This design comes from an exercise in tuning for small area on the open sky130 flow, not from production work.
In this exercise RTL edits were held to simulation tests only and were not proved equivalent to the original.
No driver is modelled on the clock port, so clock power and skew are understated where the tree is cut down; a real chip needs a root buffer or a tree.
Power and IR drop assume default switching activity.

## ufa_top
module ufa_top (
  input             clk,
  input             rst,
  input             in_valid,
  output            in_ready,
  input      [1:0]  in_op,
  input      [7:0]  in_data,
  input      [31:0] in_now,
  output            out_valid,
  input             out_ready,
  output     [1:0]  out_kind,
  output     [31:0] out_data
);
  localparam [1:0] OP_FEED = 2'd0, OP_TICK = 2'd1, OP_LOCK = 2'd2;
  localparam [1:0] K_WAKE = 2'd0, K_TX = 2'd1, K_EVENT = 2'd2, K_DIAG = 2'd3;
  localparam [1:0] S_IDLE = 2'd0, S_DIAG = 2'd1, S_EVT = 2'd2, S_TX = 2'd3;
  localparam [1:0] F_LOCK = 2'd0, F_ACK = 2'd1, F_DISC = 2'd2, F_POLL = 2'd3;
  localparam [31:0] T_FRAME = 32'd10;
  localparam [31:0] T_POLL  = 32'd1800000;
  reg [5:0]  rx_len;
  reg [7:0]  h_cmd, h_src, h_seq, h_len;
  reg [7:0]  h_p;            
  reg        p_ov, p_90;     
  reg [7:0]  x_prev;         
  reg [7:0]  b_last;         
  reg [31:0] lbt;            
  reg [31:0] lp;             
  reg        lp_zero;        
  reg        discovered;
  reg [3:0]  ph;             
  reg        go;             
  reg        lpl;            
  reg        ba, ga, bb, gb;   
  reg [1:0]  st;
  reg [1:0]  ftype;
  reg [2:0]  k;              
  reg        poll_pend;
  reg        f_sum;          
  wire first   = (ph == 4'd0);
  wire last_ph = (ph == 4'd15);
  wire can     = (ph[2:0] == 3'd7);    
  wire idle    = (st == S_IDLE);
  wire vnow = first ? (in_valid & idle) : go;
  wire [1:0] nb = in_now[{ph, 1'b0} +: 2];
  ...
For scale: about 610 cells after synthesis, roughly 82 I/O pins, roughly 5600 sq um of cells after synthesis.
==> flow/config.mk <==
export PLATFORM = sky130hd
export DESIGN_NAME = ufa_top
export DESIGN_NICKNAME = ufa_top
export VERILOG_FILES = /design/flow/design.v
export SDC_FILE = /design/flow/constraint.sdc
export NUM_CORES = 4
export LEC_CHECK = 0
export CAP_MARGIN = 20
export CORE_MARGIN = 2
export CORE_UTILIZATION = 40
export SLEW_MARGIN = 20
==> flow/constraint.sdc <==
create_clock -name core_clock -period 10.0 [get_ports {clk}]
set_input_delay 2.0000 -clock core_clock [delete_from_list [all_inputs] [get_ports {clk}]]
set_output_delay 2.0000 -clock core_clock [all_outputs]
set_load 0.01 [all_outputs]
standard.sh (not shown) runs the stock make flow with config.mk's settings and CLKGATE_MAP_FILE= SYNTH_SCRIPT=/design/flow/synth_recipe.tcl, a recipe that flattens the netlist after the stock synthesis.
==> flow/flow/run.sh <==
#!/bin/bash
# Own layout flow: the standard flow (standard.sh) with
#  1. the standard synthesis, then its combinational logic re-mapped by ABC with
#     area-oriented scripts (every register cell, name and type is kept: the
#     registers are blackboxes to ABC); several seeds of ABC's &deepsyn run in
#     parallel, in two rounds, and the smallest netlist is kept;
#  2. ports buffered with buf_1 (still one buffer per port);
#  3. a hand-built two-level clock tree (flow/manual_cts.tcl) instead of
#     TritonCTS.
# Each tool writes its full output to a log of its own in this folder.
set -euo pipefail
HERE=$(pwd)
PLAT=$FLOW_HOME/platforms/$FLOW_PLATFORM
LIB=$PLAT/lib/sky130_fd_sc_hd__tt_025C_1v80.lib
RES=$HERE/orfs/results/$FLOW_PLATFORM/ufa_top/base
VARS=("BUFFER_PORTS_ARGS=-buffer_cell sky130_fd_sc_hd__buf_1"
      "PRE_CTS_TCL=$HERE/flow/manual_cts.tcl")

# 1. standard synthesis up to the Yosys netlist
bash standard.sh "${VARS[@]}" "$RES/1_2_yosys.v" > log_1_synth.log 2>&1

# 2. re-map the combinational logic
python3 flow/genmodels.py "$LIB" cells_models.v > log_2_models.log 2>&1
DU=$(sed -n '/DONT_USE_CELLS/,/^$/p' $PLAT/config.mk | grep -o 'sky130_fd_sc_hd__[a-z0-9_]*' | sed 's/^/-dont_use /' | tr '\n' ' ')
cp "$RES/1_2_yosys.v" resyn_r0.v

# resyn IN OUT TAG ABC-LINES...: one ABC run on the combinational logic of IN
resyn() {
  local in=$1 out=$2 tag=$3; shift 3
  printf '%s\n' "$@" > "abc_$tag.script"
  cat > "resyn_$tag.ys" <<EOS
read_verilog cells_models.v
read_verilog $in
hierarchy -top $FLOW_TOP
flatten
techmap
opt -fast
opt_clean
abc -script $HERE/abc_$tag.script -liberty $LIB $DU
opt_clean -purge
splitnets
hilomap -singleton -hicell sky130_fd_sc_hd__conb_1 HI -locell sky130_fd_sc_hd__conb_1 LO
insbuf -buf sky130_fd_sc_hd__buf_1 A X
opt_clean -purge
rename -hide w:*.*
write_verilog -noattr -nohex -nodec $out
tee -q -o stat_$tag.txt stat -liberty $LIB
EOS
  yosys -s "resyn_$tag.ys" > "log_2_resyn_$tag.log" 2>&1 || true
}
area_of() { grep -h 'Chip area' "stat_$1.txt" 2>/dev/null | awk '{print $NF}' || true; }

best_in=resyn_r0.v
for round in 1 2; do
  tags=()
  for seed in 1 2 3 4; do
    tag=r${round}s$seed
    tags+=($tag)
    resyn $best_in resyn_$tag.v $tag strash ifraig dc2 '&get -n' '&st' \
      "&deepsyn -T 120 -S $seed" '&dch -f' '&nf -a -R 1000' '&put' topo &
  done
  wait
  best=""; best_a=""
  for tag in "${tags[@]}"; do
    a=$(area_of $tag)
    [[ -n "$a" && -s resyn_$tag.v ]] || continue
    if [[ -z "$best_a" ]] || awk -v a="$a" -v b="$best_a" 'BEGIN{exit !(a < b)}'; then
      best=$tag; best_a=$a
    fi
  done
  echo "round $round: best $best ($best_a)" >> resyn_choice.log
  [[ -n "$best" ]] && best_in=resyn_$best.v
done
cp $best_in 1_2_yosys_resyn.v
cp 1_2_yosys_resyn.v "$RES/1_2_yosys.v"
rm -f "$RES/1_synth.odb" "$RES/1_synth.sdc"

# 3. the rest of the standard flow
bash standard.sh "${VARS[@]}" finish > log_3_layout.log 2>&1
Other scripts of this flow, unchanged in this note and not shown: flow/flow/genmodels.py, flow/flow/manual_cts.tcl
Edit:
--- a/flow/design.v
+++ b/flow/design.v
@@ -152,35 +152,34 @@
     o_data[2] = o_size | o_src | o_ucmd | o_usub | o_disc | o_set | o_unk;
     o_data[3] = o_cfg;
     if (wake) o_data[0] = ~k[0];
     o_data[4] = (o_usub & ~len0) | (o_stat & qFF) | (o_lock & (q90 | q18 | q19 | q09));
     o_data[5] = o_lock & (q15 | q18 | q19);
     o_data[6] = o_lock & (q1B | q09);
     o_data[7] = o_slot;
     o_data[15:8]  = ({8{o_ovf}} & 8'd40)
                   | ({8{o_short | o_size}} & {2'd0, n})
-                  | ({8{o_sum}} & x_prev)
-                  | ({8{o_src}} & h_src)
-                  | ({8{(o_usub & ~len0) | o_slot}} & h_p)
-                  | ({8{o_unkany}} & h_cmd);
+                  | ({8{o_sum | o_src | o_unkany | (o_usub & ~len0) | o_slot}} & x_prev);
     o_data[16] = o_lock & ~q09;
     o_data[17] = o_lock & (q15 | q18 | q1B);
     o_data[23:16] = o_data[23:16]
-                  | ({8{o_sum}} & b_last)
-                  | ({8{o_size}} & h_len)
-                  | ({8{o_src}} & h_cmd)
-                  | ({8{o_unkany}} & h_seq);
+                  | ({8{o_sum | o_size | o_src | o_unkany}} & b_last);
     o_data[31:24] = {8{o_unkany}} & h_len;
     if (o_tx) o_data[7:0] = tx_byte;
   end
+  wire       k0      = k[0];
+  wire [1:0] mv_now  = {o_src | o_ucmd | o_unk, o_size | o_usub | o_slot | o_ucmd | o_unk};
+  wire       mv_on   = (sd | se) & (k0 | can);
+  wire [1:0] mv_code = k0 ? k[2:1] : mv_now;
   wire o_want = (sd & d_v) | (se & e_v) | sx;
   wire adv    = can & out_ready;            
-  assign out_valid = adv & o_want;
+  wire tok    = adv & (sx | k0);            
+  assign out_valid = tok & o_want;
   assign out_kind  = sd ? K_DIAG : se ? K_EVENT : (wake ? K_WAKE : K_TX);
   assign out_data  = o_data;
   wire fd        = (n != 6'd0) & ga1;
   wire fvalid    = fd & frame_ok;
   wire disc_new  = discovered | fvalid;
   wire pf        = disc_new & ((fvalid & c44) | gb1);
   wire tick_wait = (in_op == OP_TICK) & pf & ~lpl;
   assign in_ready = last_ph & go & ~tick_wait;
   wire acc = in_valid & in_ready;
@@ -205,29 +204,34 @@
     h_src  <= {ld1 ? ib : h_src[0], h_src[7:1]};
     h_seq  <= {ld2 ? ib : h_seq[0], h_seq[7:1]};
     h_len  <= {ld3 ? ib : h_len[0], h_len[7:1]};
     h_p    <= {(ld4 | (ld5 & p_sel)) ? ib : h_p[0], h_p[7:1]};
     if (ph == 4'd7 && ld4) p_ov <= 1'b0;
     if (ph == 4'd7 && ld5) begin
       p_ov <= r13 | r90;
       p_90 <= r90;
     end
-    b_last <= {feed_ld ? ib : b_last[0], b_last[7:1]};
-    x_prev <= {feed_ld ? (x_prev[0] ^ b_last[0]) & (rx_len != 6'd0) : x_prev[0],
-               x_prev[7:1]};
+    b_last <= {feed_ld ? ib :
+               (mv_on & mv_code == 2'd1) ? h_len[0] :
+               (mv_on & mv_code == 2'd2) ? h_cmd[0] :
+               (mv_on & mv_code == 2'd3) ? h_seq[0] : b_last[0], b_last[7:1]};
+    x_prev <= {feed_ld ? (x_prev[0] ^ b_last[0]) & (rx_len != 6'd0) :
+               (mv_on & mv_code == 2'd1) ? h_p[0] :
+               (mv_on & mv_code == 2'd2) ? h_src[0] :
+               (mv_on & mv_code == 2'd3) ? h_cmd[0] : x_prev[0], x_prev[7:1]};
     ba <= da[2];
     bb <= db[2];
     ga <= ga1;
     gb <= gb1;
     if (first) go <= in_valid & idle;
     if (acc_lock) poll_pend <= in_data[0];
     if (acc_tick) poll_pend <= pf;
-    if (ph_ld) f_sum <= ((ph == 4'd7) ? 1'b0 : f_sum) | (x_prev[0] ^ b_last[0]);
+    if (ph_ld & idle) f_sum <= ((ph == 4'd7) ? 1'b0 : f_sum) | (x_prev[0] ^ b_last[0]);
   end
   always @(posedge clk) begin
     if (rst) begin
       ph         <= 4'd0;
       st         <= S_IDLE;
       k          <= 3'd0;
       rx_len     <= 6'd0;
       discovered <= 1'b0;
       lp_zero    <= 1'b1;
@@ -255,23 +259,30 @@
             if (fd) begin
               st <= S_DIAG;
             end else if (pf) begin
               ftype <= F_POLL;
               st    <= S_TX;
             end
           end
         end
         S_DIAG: begin
-          if (adv)
+          if (can & ~k0)
+            k <= {mv_now, 1'b1};
+          else if (tok) begin
+            k  <= 3'd0;
             st <= ovf ? S_IDLE : S_EVT;
+          end
         end
         S_EVT: begin
-          if (adv) begin
+          if (can & ~k0)
+            k <= {mv_now, 1'b1};
+          else if (tok) begin
+            k      <= 3'd0;
             rx_len <= 6'd0;
             ftype  <= (c_reply != 2'd0) ? c_reply : F_POLL;
             st     <= ((c_reply != 2'd0) | poll_pend) ? S_TX : S_IDLE;
           end
         end
         S_TX: begin
           if (adv) begin
             k <= k + 3'd1;
             if (tx_last) begin
Result:
- The changed run finished clean
- sequential power is lower by about 0.8%
- sequential cell count does not change
- setup slack loses 0.11 ns
- clock skew is about the same
- design area drops by 1.6%
- synthesized area drops by 1.6%
- global-route usage came out lower by 0.96 points
- maximum frequency falls by 1.5%
- power came out lower by 0.71%
- sequential share of layout area climbs by 0.78 points
- wire length went down by 9.2%
- register-to-register slack improved by 0.06 ns
- die area came out lower by 1.5%
In every run of this note, the design's own scripts or RTL, not TritonCTS, make the clock network.

==> re-timing with driven ports <==
No port has a modelled driver above. Below, the same layouts with a new extraction and two added sets of constraints.
Step 1, drivers: a clkbuf_16 drives clk and a buf_2 each remaining input, both assumed.
Step 2 also shifts input and output timing later by t, the mid clock arrival at the registers, as if the neighbouring blocks saw the same clock.
Slacks: no drivers / after step 1 / after step 2; pairs: no drivers / after step 1.
run | shift t [ns] | slack for setup (ns) | worst register clock-pin slew, ns
the first run | 0.429 | 2.880 / 2.858 / 2.858 | 0.11 / 0.11
the second run | 0.433 | 2.769 / 2.746 / 2.746 | 0.11 / 0.11
After both steps every run listed still meets setup and hold. For the second run, which loses most, drivers alone change the setup slack by -0.023 ns; drivers and shift together by -0.023 ns.
